What follows belongs to an exercise in optimizing a design on an open flow for small area; a production flow would make more cautious choices.
Only simulation tests tie the RTL to the original design; equivalence was not proved.
Power figures rest on the tool's default switching activity, not on a simulated workload.

$ cat flow/run.sh
#!/bin/bash
# synth_recipe.tcl (not shown) runs the flow's synth.tcl, then flattens the netlist and writes it again
# the make line also repeats each setting of config.mk as NAME=value (left out here)
make -C /OpenROAD-flow-scripts/flow DESIGN_CONFIG=/design/flow/config.mk WORK_HOME=/design/flow/orfs CLKGATE_MAP_FILE= SYNTH_SCRIPT=/design/flow/synth_recipe.tcl finish
$ cat flow/config.mk
export PLATFORM = sky130hd
export DESIGN_NAME = sap1_core
export DESIGN_NICKNAME = sap1_core
export VERILOG_FILES = /design/flow/design.v
export SDC_FILE = /design/flow/constraint.sdc
export NUM_CORES = 4
export LEC_CHECK = 0
export CAP_MARGIN = 20
export CORE_MARGIN = 2
export CORE_UTILIZATION = 40
export SLEW_MARGIN = 20
$ cat flow/constraint.sdc
create_clock -name core_clock -period 8.0 [get_ports {clk}]
set_input_delay 1.6000 -clock core_clock [delete_from_list [all_inputs] [get_ports {clk}]]
set_output_delay 1.6000 -clock core_clock [all_outputs]
set_load 0.01 [all_outputs]
$ cat flow/design.v
module sap1_control (
    input  wire [2:0] step,
    input  wire [3:0] op,
    input  wire       flag_c,
    input  wire       flag_z,
    output reg        co,    
    output reg        mi,    
    output reg        ro,    
    output reg        ii,    
    output reg        ce,    
    output reg        io,    
    output reg        ai,    
    output reg        bi,    
    output reg        eo,    
    output reg        su,    
    output reg        fi,    
    output reg        ao,    
    output reg        ri,    
    output reg        j,     
    output reg        oi,    
    output reg        hlt    
);
    localparam OP_LDA = 4'h1, OP_ADD = 4'h2, OP_SUB = 4'h3, OP_STA = 4'h4,
               OP_LDI = 4'h5, OP_JMP = 4'h6, OP_JC  = 4'h7, OP_JZ  = 4'h8,
               OP_OUT = 4'hE, OP_HLT = 4'hF;
    always @(*) begin
        {co, mi, ro, ii, ce, io, ai, bi, eo, su, fi, ao, ri, j, oi, hlt} = 16'b0;
        case (step)
            3'd0: begin co = 1'b1; mi = 1'b1; end
            3'd1: begin ro = 1'b1; ii = 1'b1; ce = 1'b1; end
            3'd2: case (op)
                OP_LDA, OP_ADD, OP_SUB, OP_STA: begin io = 1'b1; mi = 1'b1; end
                OP_LDI: begin io = 1'b1; ai = 1'b1; end
                OP_JMP: begin io = 1'b1; j = 1'b1; end
                OP_JC:  begin io = 1'b1; j = flag_c; end
                OP_JZ:  begin io = 1'b1; j = flag_z; end
                OP_OUT: begin ao = 1'b1; oi = 1'b1; end
                OP_HLT: hlt = 1'b1;
                default: ;
            endcase
            3'd3: case (op)
                OP_LDA: begin ro = 1'b1; ai = 1'b1; end
                OP_ADD, OP_SUB: begin ro = 1'b1; bi = 1'b1; end
                OP_STA: begin ao = 1'b1; ri = 1'b1; end
                default: ;
            endcase
            3'd4: case (op)
                OP_ADD: begin eo = 1'b1; ai = 1'b1; fi = 1'b1; end
                OP_SUB: begin eo = 1'b1; ai = 1'b1; su = 1'b1; fi = 1'b1; end
                default: ;
            endcase
            default: ;
        endcase
    end
endmodule
module sap1_alu (
    input  wire [7:0] a,
    input  wire [7:0] b,
    input  wire       su,
    output wire [7:0] result,
    output wire       carry,   
    output wire       zero
);
    wire [8:0] sum  = {1'b0, a} + {1'b0, b};
    wire [8:0] diff = {1'b0, a} - {1'b0, b};
    assign result = su ? diff[7:0] : sum[7:0];
    assign carry  = su ? diff[8]   : sum[8];
    assign zero   = (result == 8'd0);
endmodule
module sap1_core (
    input  wire       clk,
    input  wire       rst,         
    input  wire       load_we,
    input  wire [3:0] load_addr,
    input  wire [7:0] load_data,
    input  wire [3:0] dbg_addr,
    output wire [7:0] dbg_data,
    output wire [7:0] out_q,
    output wire       out_valid,
    output wire       halted,
    output wire [7:0] a_q,
    output wire [3:0] pc_q,
    output wire       flag_c,
    output wire       flag_z
);
    reg  [7:0] mem [0:15];
    reg  [3:0] pc;
    reg  [3:0] mar;
    reg  [7:0] ir;
    reg  [7:0] a;
    reg  [7:0] b;
    reg  [7:0] out_r;
    reg        out_v;
    reg        c_r;
    reg        z_r;
    reg  [2:0] step;
    reg        halt_r;
    wire co, mi, ro, ii, ce, io, ai, bi, eo, su, fi, ao, ri, j, oi, hlt;
    sap1_control u_ctrl (
        .step(step), .op(ir[7:4]), .flag_c(c_r), .flag_z(z_r),
        .co(co), .mi(mi), .ro(ro), .ii(ii), .ce(ce), .io(io), .ai(ai),
        .bi(bi), .eo(eo), .su(su), .fi(fi), .ao(ao), .ri(ri), .j(j),
        .oi(oi), .hlt(hlt)
    );
    wire [7:0] alu_result;
    wire       alu_c, alu_z;
    sap1_alu u_alu (
        .a(a), .b(b), .su(su),
        .result(alu_result), .carry(alu_c), .zero(alu_z)
    );
    reg [7:0] bus;
    always @(*) begin
        bus = 8'd0;
        if (co) bus = {4'd0, pc};
        if (ro) bus = mem[mar];
        if (io) bus = {4'd0, ir[3:0]};
        if (eo) bus = alu_result;
        if (ao) bus = a;
    end
    wire run = !rst && !halt_r;
    always @(posedge clk) begin
        if (rst) begin
            pc     <= 4'd0;
            mar    <= 4'd0;
            ir     <= 8'd0;
            a      <= 8'd0;
            b      <= 8'd0;
            out_r  <= 8'd0;
            out_v  <= 1'b0;
            c_r    <= 1'b0;
            z_r    <= 1'b0;
            step   <= 3'd0;
            halt_r <= 1'b0;
        end else begin
            out_v <= 1'b0;
            if (!halt_r) begin
                if (mi) mar <= bus[3:0];
                if (ii) ir  <= bus;
                if (ai) a   <= bus;
                if (bi) b   <= bus;
                if (oi) begin
                    out_r <= bus;
                    out_v <= 1'b1;
                end
                if (j)       pc <= bus[3:0];
                else if (ce) pc <= pc + 4'd1;
                if (fi) begin
                    c_r <= alu_c;
                    z_r <= alu_z;
                end
                if (hlt) halt_r <= 1'b1;
                else     step   <= (step == 3'd4) ? 3'd0 : step + 3'd1;
            end
        end
    end
    always @(posedge clk) begin
        if (load_we)
            mem[load_addr] <= load_data;
        else if (run && ri)
            mem[mar] <= bus;
    end
    assign dbg_data  = mem[dbg_addr];
    assign out_q     = out_r;
    assign out_valid = out_v;
    assign halted    = halt_r;
    assign a_q       = a;
    assign pc_q      = pc;
    assign flag_c    = c_r;
    assign flag_z    = z_r;
endmodule
==> flow_summary.ini, run 1 <==
[clock_tree]
cts-root-buf = clkbuf_16
path_clk_slew_ns = 0.07
ctsHoldBuffers = 0
insertion_delay_ns = 0.43
post_cts_resized = 0
numCtsBuffers = 17
cts_tree = yes
cts.path.max_buffers = 2
post-cts-setup-buffer-count = 0
clock_sinks = 179
htree_levels = 4

[finish]
area.growth.synth_to_final_pct = 14.0
final_nets = 779
n_fill_cell = 2009
n_antenna_cell = 0
final_area_mm2 = 0.0106
drive_gt1_share_pct = 18.3
final_common_cell = edfxtp_1
final_cell_mix = edfxtp_1 (128), nor2_1 (78), mux4_2 (73)

[placement]
place_congestion = 0.867
dpl_cell_area_mm2 = 0.00999
place_hpwl_um = 16800
numPortBuffers = 50
post-place-ws_ns = 2.37

[timing]
setup_viol = 0
worst_slew_margin_rel_pct = 28.8
fmax_mhz = 178
timing.final.ws_setup_ns = 2.40
rsz0062_at_grt = no
skew_ns = 0.0144
min_period_ns = 5.60
hold_ws_ns = 0.466
setup_tns_ns = 0
final.period_utilization_pct = 70.1
worst_pin_slew_ns = 1.07
final_hold_viol_count = 0
finalMaxSlewViolations = 0

[logic_synthesis]
synth_top_flop_cell = edfxtp_1
synth_area_mm2 = 0.00928
syn_inst = 702
synth-edff-count = 128
syn-num-nets = 745
synthTopCellsByArea = edfxtp_1 (41%), mux4_2 (18%), dfxtp_1 (11%)
netlist.area_leader.share_pct = 41.4
async_flop_share_pct = 0
synth_cell_types = 66
syn_area_per_cell_um2 = 13.2
synth_warnings = 2
yosysSeqAreaShare_pct = 52.4
synth_largest_area_cell = edfxtp_1
synth.ff_latch_count = 179

[routing]
vias_per_cell = 5.89
vias = 6089
routedWlPerCell_um = 22.5
drtAntennaViolNets = 0
drt-total-wl_um = 23200
drc = 0
drtIter0Drc = 674
first_pass_iters = 5

[worst_setup_path]
crit_path_max_fanout = 21
crit_end = dbg_data[1]
worstReg2RegStart = step[0]
reg2reg_depth = 7
crit_type = in -> out
required_ns = 6.40
critPathArrivalTime_ns = 4.00
r2r-end = mem[12][1]
startpoint_type = input port
critPathCaptureType = primary output
reg2reg_slack_ns = 4.38
worstSetupStartpoint = dbg_addr[0]

[die]
pin_count = 51
design.core.area_mm2 = 0.0227
num_rows = 55
initial_core_util_pct = 40.9
die_h_um = 156
fp.dieW_um = 156
die_area_mm2 = 0.0244

[global_routing]
grt_use_total_pct = 19.6
grt.overflow.total = 0
grt_max_degree = 51
grt_pass1_vias = 6025
antenna_found_initial = 0
grt_pass1_wl_um = 36000

[power_and_ir_drop]
power_density_mw_per_mm2 = 206
irDropWorstVdd_mv = 0.171
power_leakage_nw = 3.50

[status]
status = finished clean

[worst_hold_path]
whs_path_depth = 2
hold_path_class = reg -> reg

[run]
cap_violations = 0
## power breakdown
| part | switching, W | internal, W | total [W] |
|---|---|---|---|
| Clock | 0.000409 | 0.000423 | 0.000833 |
| Combinational | 0.000158 | 0.000143 | 0.000301 |
| Sequential | 0.0000329 | 0.00102 | 0.00105 |
| Total | 0.000600 | 0.00158 | 0.00218 |
## worst max-delay path: stages
cell and delay [ns]:
buf_2 0.33, buf_4 0.45, mux4_2 0.56, mux4_2 0.53
clkdlybuf4s50_1 0.50
## registers in the layout (all words and copies together), names as in the netlist, named ones only
signal and count:
out_v 1, mem 128, step 3, a 8, z_r 1, ir 8, out_r 8, halt_r 1
mar 4, pc 4, c_r 1, b 8
## logic make-up (layout without fill, tap and decap cells)
family,after synthesis,in the layout,share of synthesized area (%)
adders and majority gates,24,24,3.40
xor gates and xnor gates,10,10,0.944
buffers and inverters,68,115,3.29
AOI/OAI and AO/OA,134,134,10.1
muxes,93,93,19.9
DFF,179,179,52.4
and+or+nand+nor,194,194,9.99
## metal layers
layer,track usage (%),wire length [um]
met1,26.3,9740
met2,33.3,11700
met3,3.38,1480
met4,4.72,306
met5,0,0
## cell type report
type / count / area [um2] / area share [%]
Multi-Input combinational cell: 455 / 4120 / 39.0
Inverter: 23 / 86.3 / 0.816
Timing Repair Buffer: 60 / 566 / 5.35
Clock inverter: 14 / 150 / 1.42
Tap cell: 285 / 357 / 3.37
Sequential cell: 179 / 4870 / 46.0
Clock buffer: 18 / 429 / 4.06
## metrics by stage
stage	instances	total power (W)	util [%]
floorplan	702	0.00128	-
global placement	1002	0.00136	44.0
detailed placement	1002	0.00137	44.0
CTS	1034	0.00220	46.5
global route	1034	0.00227	46.6
finish	1034	0.00218	46.6
## Yosys cell counts, types with 4 or more instances
library cell,instances
mux2i_1,19
buf_2,13
a311oi_1,6
a211oi_1,24
and2_1,7
nor2b_1,4
buf_6,4
o22ai_1,4
nand3b_1,5
a21oi_1,33
nand3_1,11
a21o_1,5
a211oi_2,5
xnor2_1,9
a31oi_1,11
nor3_1,7
nor3b_1,4
o31ai_1,5
dfxtp_1,51
clkbuf_1,24
edfxtp_1,128
nand2b_1,6
and3_1,5
o21ai_0,15
nand2_1,48
ha_1,22
inv_1,22
mux4_2,73
nor2_1,78
## how the worst min path moves through the flow
stage                   from       end  slack [ns]
floorplan               b[3]      b[3]        0.46
CTS                 out_r[7]  out_r[7]        0.47
detailed placement  out_r[7]  out_r[7]        0.46
finish              out_r[7]  out_r[7]        0.47
global route        out_r[7]  out_r[7]        0.48
global placement    out_r[7]  out_r[7]        0.45
==> run 2, diff against run 1 <==
==> flow/design.v (replaced) <==
module sap1_core (
    input  wire       clk,
    input  wire       rst,         
    input  wire       load_we,
    input  wire [3:0] load_addr,
    input  wire [7:0] load_data,
    input  wire [3:0] dbg_addr,
    output wire [7:0] dbg_data,
    output wire [7:0] out_q,
    output wire       out_valid,
    output wire       halted,
    output wire [7:0] a_q,
    output wire [3:0] pc_q,
    output wire       flag_c,
    output wire       flag_z
);
    reg  [7:0] mem [0:15];
    reg  [3:0] pc;
    reg  [3:0] mar;
    reg  [7:0] a;
    reg  [7:0] out_r;
    reg        out_v;
    reg        c_r;
    reg        z_r;
    reg  [1:0] ex;        
    reg        halt_r;
    wire [3:0] raddr = halt_r ? dbg_addr : mar;
    wire [7:0] rdata = mem[raddr];
    wire [3:0] op    = rdata[7:4];
    wire [3:0] n     = rdata[3:0];
    wire       run   = !halt_r;
    wire       fetch = run && (ex == 2'd0);
    wire       exec  = run && (ex != 2'd0);
    wire i_mem = fetch && (op == 4'h1 || op == 4'h2 || op == 4'h3);
    wire i_sta = fetch && (op == 4'h4);
    wire i_ldi = fetch && (op == 4'h5);
    wire i_jmp = fetch && (op == 4'h6 || (op == 4'h7 && c_r) || (op == 4'h8 && z_r));
    wire i_out = fetch && (op == 4'hE);
    wire i_hlt = fetch && (op == 4'hF);
    wire       sub  = ex[0] & ex[1];
    wire [8:0] sum  = {1'b0, a} + {1'b0, rdata ^ {8{sub}}} + {8'd0, sub};
    wire [7:0] res  = sum[7:0];
    wire       cout = sum[8] ^ sub;
    reg  [7:0] a_nx;
    always @(*) begin
        if (rst)                 a_nx = 8'd0;
        else if (i_ldi)          a_nx = {4'd0, n};
        else if (exec && ex == 2'd1) a_nx = rdata;
        else if (exec)           a_nx = res;
        else                     a_nx = a;
    end
    wire [3:0] pc_nx = rst ? 4'd0 : i_jmp ? n : fetch ? pc + 4'd1 : pc;
    wire [1:0] ex_nx = (rst || !i_mem) ? 2'd0 : op[1:0];
    always @(posedge clk) begin
        a      <= a_nx;
        pc     <= pc_nx;
        ex     <= ex_nx;
        mar    <= (ex_nx != 2'd0) ? n : pc_nx;
        out_v  <= !rst && i_out;
        halt_r <= !rst && (halt_r || i_hlt);
        if (rst || i_out) out_r <= a_nx;
        if (rst) begin
            c_r <= 1'b0;
            z_r <= 1'b0;
        end else if (exec && ex[1]) begin
            c_r <= cout;
            z_r <= (res == 8'd0);
        end
    end
    wire       we    = load_we || (!rst && i_sta);
    wire [3:0] waddr = load_we ? load_addr : n;
    wire [7:0] wdata = load_we ? load_data : a;
    always @(posedge clk)
        if (we) mem[waddr] <= wdata;
    assign dbg_data  = rdata;
    assign out_q     = out_r;
    assign out_valid = out_v;
    assign halted    = halt_r;
    assign a_q       = a;
    assign pc_q      = pc;
    assign flag_c    = c_r;
    assign flag_z    = z_r;
endmodule
==> flow_summary.ini, run 2 <==
[routing]
met2_length_um = 8120
vias_per_cell = 5.54
drt-total-wl_um = 16300
wl_met1_um = 7020
drtIter0Drc = 440
met3_length_um = 1040
routedWlPerCell_um = 22.0
drtAntennaViolNets = 0
maxUsedRoutingLayer = met4
vias = 4120
drc = 0
first_pass_iters = 5

[timing]
worst_slew_margin_rel_pct = 22.0
setup_tns_ns = 0
setup_viol = 0
rsz0062_at_grt = no
min_period_ns = 6.63
fmax_mhz = 151
worst_pin_slew_ns = 1.16
final.period_utilization_pct = 82.9
finalMaxSlewViolations = 0
timing.final.ws_setup_ns = 1.37
skew_ns = 0.0133
final_hold_viol_count = 0
hold_ws_ns = 0.530

[placement]
numPortBuffers = 50
post-place-ws_ns = 1.40
place_hpwl_um = 11100
place_congestion = 0.839

[logic_synthesis]
synth-edff-count = 136
synth.ff_latch_count = 158
synth_cell_types = 58
syn_inst = 447
synth_common_cells = edfxtp_1 (136), nor2_1 (38), nand2_1 (34)
syn-num-nets = 476
yosysSeqAreaShare_pct = 64.8
synthTopCellsByArea = edfxtp_1 (59%), mux4_2 (10%), dfxtp_1 (6.3%)
synth_largest_area_cell = edfxtp_1
netlist.area_leader.share_pct = 58.5
post-synth-top-count-cell = edfxtp_1
synth_warnings = 1
async_flop_share_pct = 0
syn_area_per_cell_um2 = 15.6
synth_area_mm2 = 0.00698
synth_top_flop_cell = edfxtp_1

[worst_setup_path]
worstPathCellList = clkdlybuf4s50_1 -> mux2i_4 -> buf_4 -> mux4_2 -> nand2_1 -> a31oi_1 -> clkdlybuf4s50_1
slowest_delay_ns = 0.92
r2r-end = c_r
crit_slowest_cell = a31oi_1
reg2reg_slack_ns = 3.04
cpMostUsedCell = clkdlybuf4s50_1
crit_path_max_fanout = 17
crit_type = in -> out
critPathArrivalTime_ns = 5.03
crit_family = buffers and inverters
startpoint_type = input port
path_buf_inv = 3
required_ns = 6.40
reg2reg_depth = 16
worstReg2RegStart = halt_r
critPathCaptureType = primary output

[finish]
area.growth.synth_to_final_pct = 19.1
final_common_cell = edfxtp_1
final_nets = 535
largest_reg_flops = 128
n_antenna_cell = 0
reg_top3 = mem x128, a x8, out_r x8
regMostFlops = mem
final_cell_mix = edfxtp_1 (136), clkdlybuf4s50_1 (50), nor2_1 (38)
drive_gt1_share_pct = 19.5

[die]
fp.dieW_um = 136
design.core.area_mm2 = 0.0172
die_area_mm2 = 0.0185
initial_core_util_pct = 40.6
num_rows = 48
die_h_um = 136
pin_count = 51

[clock_tree]
cts.path.max_buffers = 2
ctsHoldBuffers = 0
insertion_delay_ns = 0.43
cts_tree = yes
path_clk_slew_ns = 0.06
numCtsBuffers = 17
clock_sinks = 158
post-cts-setup-buffer-count = 0
htree_levels = 4
post_cts_resized = 0
cts-root-buf = clkbuf_16

[worst_hold_path]
hold_path_class = reg -> reg
min_from = c_r
whs_path_depth = 2
min_to = c_r

[run]
cap_violations = 0

[power_and_ir_drop]
power_density_mw_per_mm2 = 431
power_leakage_nw = 2.85
irDropWorstVdd_mv = 0.193

[global_routing]
grt_pass1_wl_um = 24500
grt_pass1_vias = 4118
grt.overflow.total = 0
grt_max_degree = 21
grt_use_total_pct = 18.7
antenna_found_initial = 0

[status]
status = finished clean
==> run 2: worst reg2reg max path, delay by kind of cell (launching register included) <==
kind,cells,cell delay (ns)
AO/OA/AOI/OAI,8,2.13
XOR/XNOR,2,0.40
adder cells (fa/ha/maj),1,0.47
buffers and inverters,1,0.36
flip-flops,1,0.39
multiplexers,2,1.02
AND/OR/NAND/NOR,2,0.13
==> run 2: per-stage QoR <==
step           power (W)  utilization (%)  area [um2]  cells
2_1_floorplan    0.00226                -        6980    447
3_3_place_gp     0.00281             45.1        7740    712
3_5_place_dp     0.00283             45.1        7740    712
4_1_cts          0.00360             48.4        8310    744
5_1_grt          0.00379             48.4        8310    744
6_report         0.00358             48.4        8310    744
==> run 2: how the worst max path moves through the flow <==
stage,end,cells past startpoint,start,slack [ns]
after floorplan,out_r[6],16,dbg_addr[0],2.80
after global placement,dbg_data[1],7,dbg_addr[0],1.32
after detailed placement,dbg_data[1],7,dbg_addr[0],1.40
after CTS,dbg_data[1],7,dbg_addr[0],1.38
after global routing,dbg_data[1],7,dbg_addr[0],1.16
final,dbg_data[1],7,dbg_addr[0],1.37
==> run 2: final cells by class <==
type                            count  area [um2]
Clock buffer                       18         429
Clock inverter                     14         136
Tap cell                          225         282
Inverter                            5        18.8
Sequential cell                   158        4520
Timing Repair Buffer               57         553
Multi-Input combinational cell    267        2360
Fill cell                        1466        8870
==> run 2: report_power, final <==
| group | switching [W] | internal [W] |
|---|---|---|
| Sequential | 0.0000542 | 0.00105 |
| Clock | 0.000335 | 0.000434 |
| Combinational | 0.000974 | 0.000734 |
==> run 2: layer usage <==
metal | up-vias | GRT usage, %
met3 | 13 | 3.50
met1 | 2072 | 24.8
met2 | 159 | 30.9
met5 | - | 0
li1 | 1876 | -
met4 | 0 | 6.48
==> run 2: cells by family after synthesis <==
group                    count (synthesis)  share of synthesized area (%)
AO/OA/AOI/OAI                           67                           6.87
XOR/XNOR                                13                           1.63
buffers and inverters                   22                           1.58
flip-flops                             158                           64.8
multiplexers                            66                           15.7
AND/OR/NAND/NOR                        111                           7.44
adder cells (fa/ha/maj)                 10                           1.90
==> run 3, diff against run 2 <==
==> flow/flow/run.sh (new file) <==
#!/bin/bash
# Standard ORFS layout with two changes: the port buffers use the smallest
# buffer cell, and clock tree synthesis uses clkbuf_4 without dummy loads.
set -euo pipefail
cd "$(dirname "$0")/.."
export BUFFER_PORTS_ARGS="-buffer_cell sky130_fd_sc_hd__buf_1"
export CTS_ARGS="-sink_clustering_enable -repair_clock_nets -dont_use_dummy_load -buf_list sky130_fd_sc_hd__clkbuf_4"
for step in synth floorplan place cts route finish; do
  bash standard.sh "$step" > "log_${step}.txt" 2>&1
done
==> flow/standard.sh (new file) <==
#!/bin/bash
# synth_recipe.tcl (not shown) runs the flow's synth.tcl, then flattens the netlist and writes it again
# the make line also repeats each setting of config.mk as NAME=value (left out here)
make -C /OpenROAD-flow-scripts/flow DESIGN_CONFIG=/design/flow/config.mk WORK_HOME=/design/flow/orfs CLKGATE_MAP_FILE= SYNTH_SCRIPT=/design/flow/synth_recipe.tcl "${@:-finish}"
removed: flow/run.sh
==> flow_summary.ini, run 3 <==
[clock_tree]
cts.path.max_buffers = 2
cts-root-buf = clkbuf_4
cts_tree = yes
insertion_delay_ns = 0.55
path_clk_slew_ns = 0.12
post-cts-setup-buffer-count = 0
clock_sinks = 158
htree_levels = 4
numCtsBuffers = 17
ctsHoldBuffers = 0
post_cts_resized = 0

[timing]
rsz0062_at_grt = no
final.period_utilization_pct = 75.6
setup_tns_ns = 0
worst_pin_slew_ns = 1.15
skew_ns = 0.0369
min_period_ns = 6.05
worst_slew_margin_rel_pct = 23.0
fmax_mhz = 165
hold_ws_ns = 0.546
setup_viol = 0
finalMaxSlewViolations = 0
final_hold_viol_count = 0

[logic_synthesis]
synth-edff-count = 136
post-synth-top-count-cell = edfxtp_1
syn_area_per_cell_um2 = 15.6
yosysSeqAreaShare_pct = 64.8
netlist.area_leader.share_pct = 58.5
syn_inst = 447
synth_top_flop_cell = edfxtp_1
synth_warnings = 1
synth_largest_area_cell = edfxtp_1
synth_area_mm2 = 0.00698
synth_common_cells = edfxtp_1 (136), nor2_1 (38), nand2_1 (34)
synthTopCellsByArea = edfxtp_1 (59%), mux4_2 (10%), dfxtp_1 (6.3%)
async_flop_share_pct = 0
syn-num-nets = 476
synth.ff_latch_count = 158
synth_cell_types = 58

[routing]
drtIter0Drc = 367
first_pass_iters = 5
vias = 4092
drtAntennaViolNets = 0
drc = 0
vias_per_cell = 5.64
drt-total-wl_um = 16000
routedWlPerCell_um = 22.0

[finish]
final_common_cell = edfxtp_1
reg_top3 = mem x128, a x8, out_r x8
largest_reg_flops = 128
regMostFlops = mem
n_antenna_cell = 0
final_nets = 532
area.growth.synth_to_final_pct = 8.07
final_core_util_pct = 43.9
regArea_mm2 = 0.00452
drive_gt1_share_pct = 17.2
n_fill_cell = 1555
final_cell_mix = edfxtp_1 (136), buf_1 (50), nor2_1 (38)
multiInputGateArea_mm2 = 0.00237
layoutNonFillerInstCount = 726

[worst_setup_path]
path_buf_inv = 3
reg2reg_slack_ns = 2.36
cpMostUsedCell = buf_1
worstReg2RegStart = halt_r
worstPathCellList = buf_1 -> mux2i_4 -> buf_4 -> mux4_2 -> nand2_1 -> and3_1 -> a31oi_1 -> buf_1
slowest_delay_ns = 0.84
critPathCaptureType = primary output
critPathArrivalTime_ns = 4.45
required_ns = 6.40
r2r-end = out_r[6]
crit_type = in -> out
crit_slowest_cell = a31oi_1
reg2reg_depth = 16
crit_path_max_fanout = 18
startpoint_type = input port
crit_family = multiplexers

[die]
die_h_um = 136
design.core.area_mm2 = 0.0172
pin_count = 51
initial_core_util_pct = 40.6
die_area_mm2 = 0.0185
num_rows = 48
fp.dieW_um = 136

[placement]
numPortBuffers = 50
place_congestion = 0.851
place_hpwl_um = 11200
place_inst = 709

[global_routing]
grt_pass1_vias = 4156
grt_max_degree = 31
grt_use_total_pct = 18.3
antenna_found_initial = 0
grt.overflow.total = 0
grt_pass1_wl_um = 24200

[status]
status = finished clean

[worst_hold_path]
hold_path_class = reg -> reg
min_from = pc[0]
min_to = pc[0]
whs_path_depth = 2

[power_and_ir_drop]
finalPower_w = 0.00301
power_leakage_nw = 2.52
irDropWorstVdd_mv = 0.182
power_density_mw_per_mm2 = 399

[run]
cap_violations = 0
-- run 3: cell count changes in the layout (fill, tap and decap cells not counted), moves of 2 or more --
cell and change:
buf_1 +50, inv_6 -3, clkbuf_16 -17, clkinvlp_4 -3
clkinv_4 -3, buf_4 -3, clkdlybuf4s50_1 -50, inv_8 -2
clkbuf_4 +17
-- run 3: layout make-up --
class,count,share of cell area (%)
clock buffer,17,1.69
timing repair buffer,54,2.89
inverter,5,0.249
tap,225,3.73
multi-input combinational,267,31.4
sequential,158,60.0
-- run 3: per-layer routing --
metal / part of all wire (%) / vias to the layer above / wire, um / GRT usage, %
met3: 8.0 / 28 / 1280 / 5.11
met1: 42 / 2056 / 6740 / 24.2
met2: 47 / 165 / 7580 / 28.7
met4: 2.3 / 0 / 367 / 7.00
li1: - / 1843 / - / -
met5: 0 / - / 0 / 0
-- run 3: power breakdown --
part | internal (W) | switching (W) | total (W)
Sequential | 0.00105 | 0.0000690 | 0.00112
Clock | 0.0000972 | 0.000226 | 0.000324
Combinational | 0.000609 | 0.000962 | 0.00157
Total | 0.00175 | 0.00126 | 0.00301
-- run 3: worst min-delay path, cell delays in order, from the launching register on --
cell and delay (ns):
dfxtp_1 0.39, nand2_1 0.08, a21oi_1 0.05
-- run 3: how the worst max path moves through the flow --
stage | endpoint | slack, ns | start | cells after the start
6_report | dbg_data[2] | 1.95 | dbg_addr[0] | 8
5_1_grt | dbg_data[2] | 1.79 | dbg_addr[0] | 8
4_1_cts | dbg_data[2] | 1.91 | dbg_addr[0] | 8
3_5_place_dp | out_r[6] | 1.54 | dbg_addr[0] | 17
3_3_place_gp | out_r[6] | 1.61 | dbg_addr[0] | 17
2_1_floorplan | out_r[6] | 2.80 | dbg_addr[0] | 16
-- run 3: through the flow --
step / cell area [um2] / worst slack [ns]
floorplan: 6980 / 2.80
global placement: 7410 / 1.61
detailed placement: 7410 / 1.54
CTS: 7540 / 1.91
global route: 7540 / 1.79
finish: 7540 / 1.95
-- run 3: cell families (layout without fill, tap and decap cells) --
family | Yosys count | in the layout | share of synthesized area (%)
flip-flops | 158 | 158 | 64.8
AND/OR/NAND/NOR | 111 | 111 | 7.44
AO/OA/AOI/OAI | 67 | 67 | 6.87
multiplexers | 66 | 66 | 15.7
buffers and inverters | 22 | 76 | 1.58
XOR/XNOR | 13 | 13 | 1.63
adder cells (fa/ha/maj) | 10 | 10 | 1.90

==> afterwards: timing with drivers on the ports <==
How much do the figures lean on ideal ports? The routed layouts below were timed once more, with nothing changed but the port constraints.
Step 1 assumes that a clkbuf_16 drives the clock port and a buf_2 every other input.
Step 2 times the ports against the registers' clock, not the clock port: input delays grow and output delays shrink by t, the midpoint of the rising clock arrivals with the driver on.
a / b / c = ideal ports / drivers / drivers and shift; a / b = the first two.
| run | t, ns | slack for setup (ns) | slew at the worst register clock pin (ns) |
|---|---|---|---|
| run 1 | 0.471 | 2.395 / 2.371 / 2.371 | 0.08 / 0.08 |
| run 2 | 0.466 | 1.365 / 1.341 / 1.341 | 0.07 / 0.07 |
| run 3 | 0.564 | 1.954 / 1.930 / 1.625 | 0.12 / 0.12 |
After both steps setup and hold are still met in every run listed. The setup slack of run 3, which loses most, moves by -0.024 ns with the drivers and by -0.329 ns with both steps.
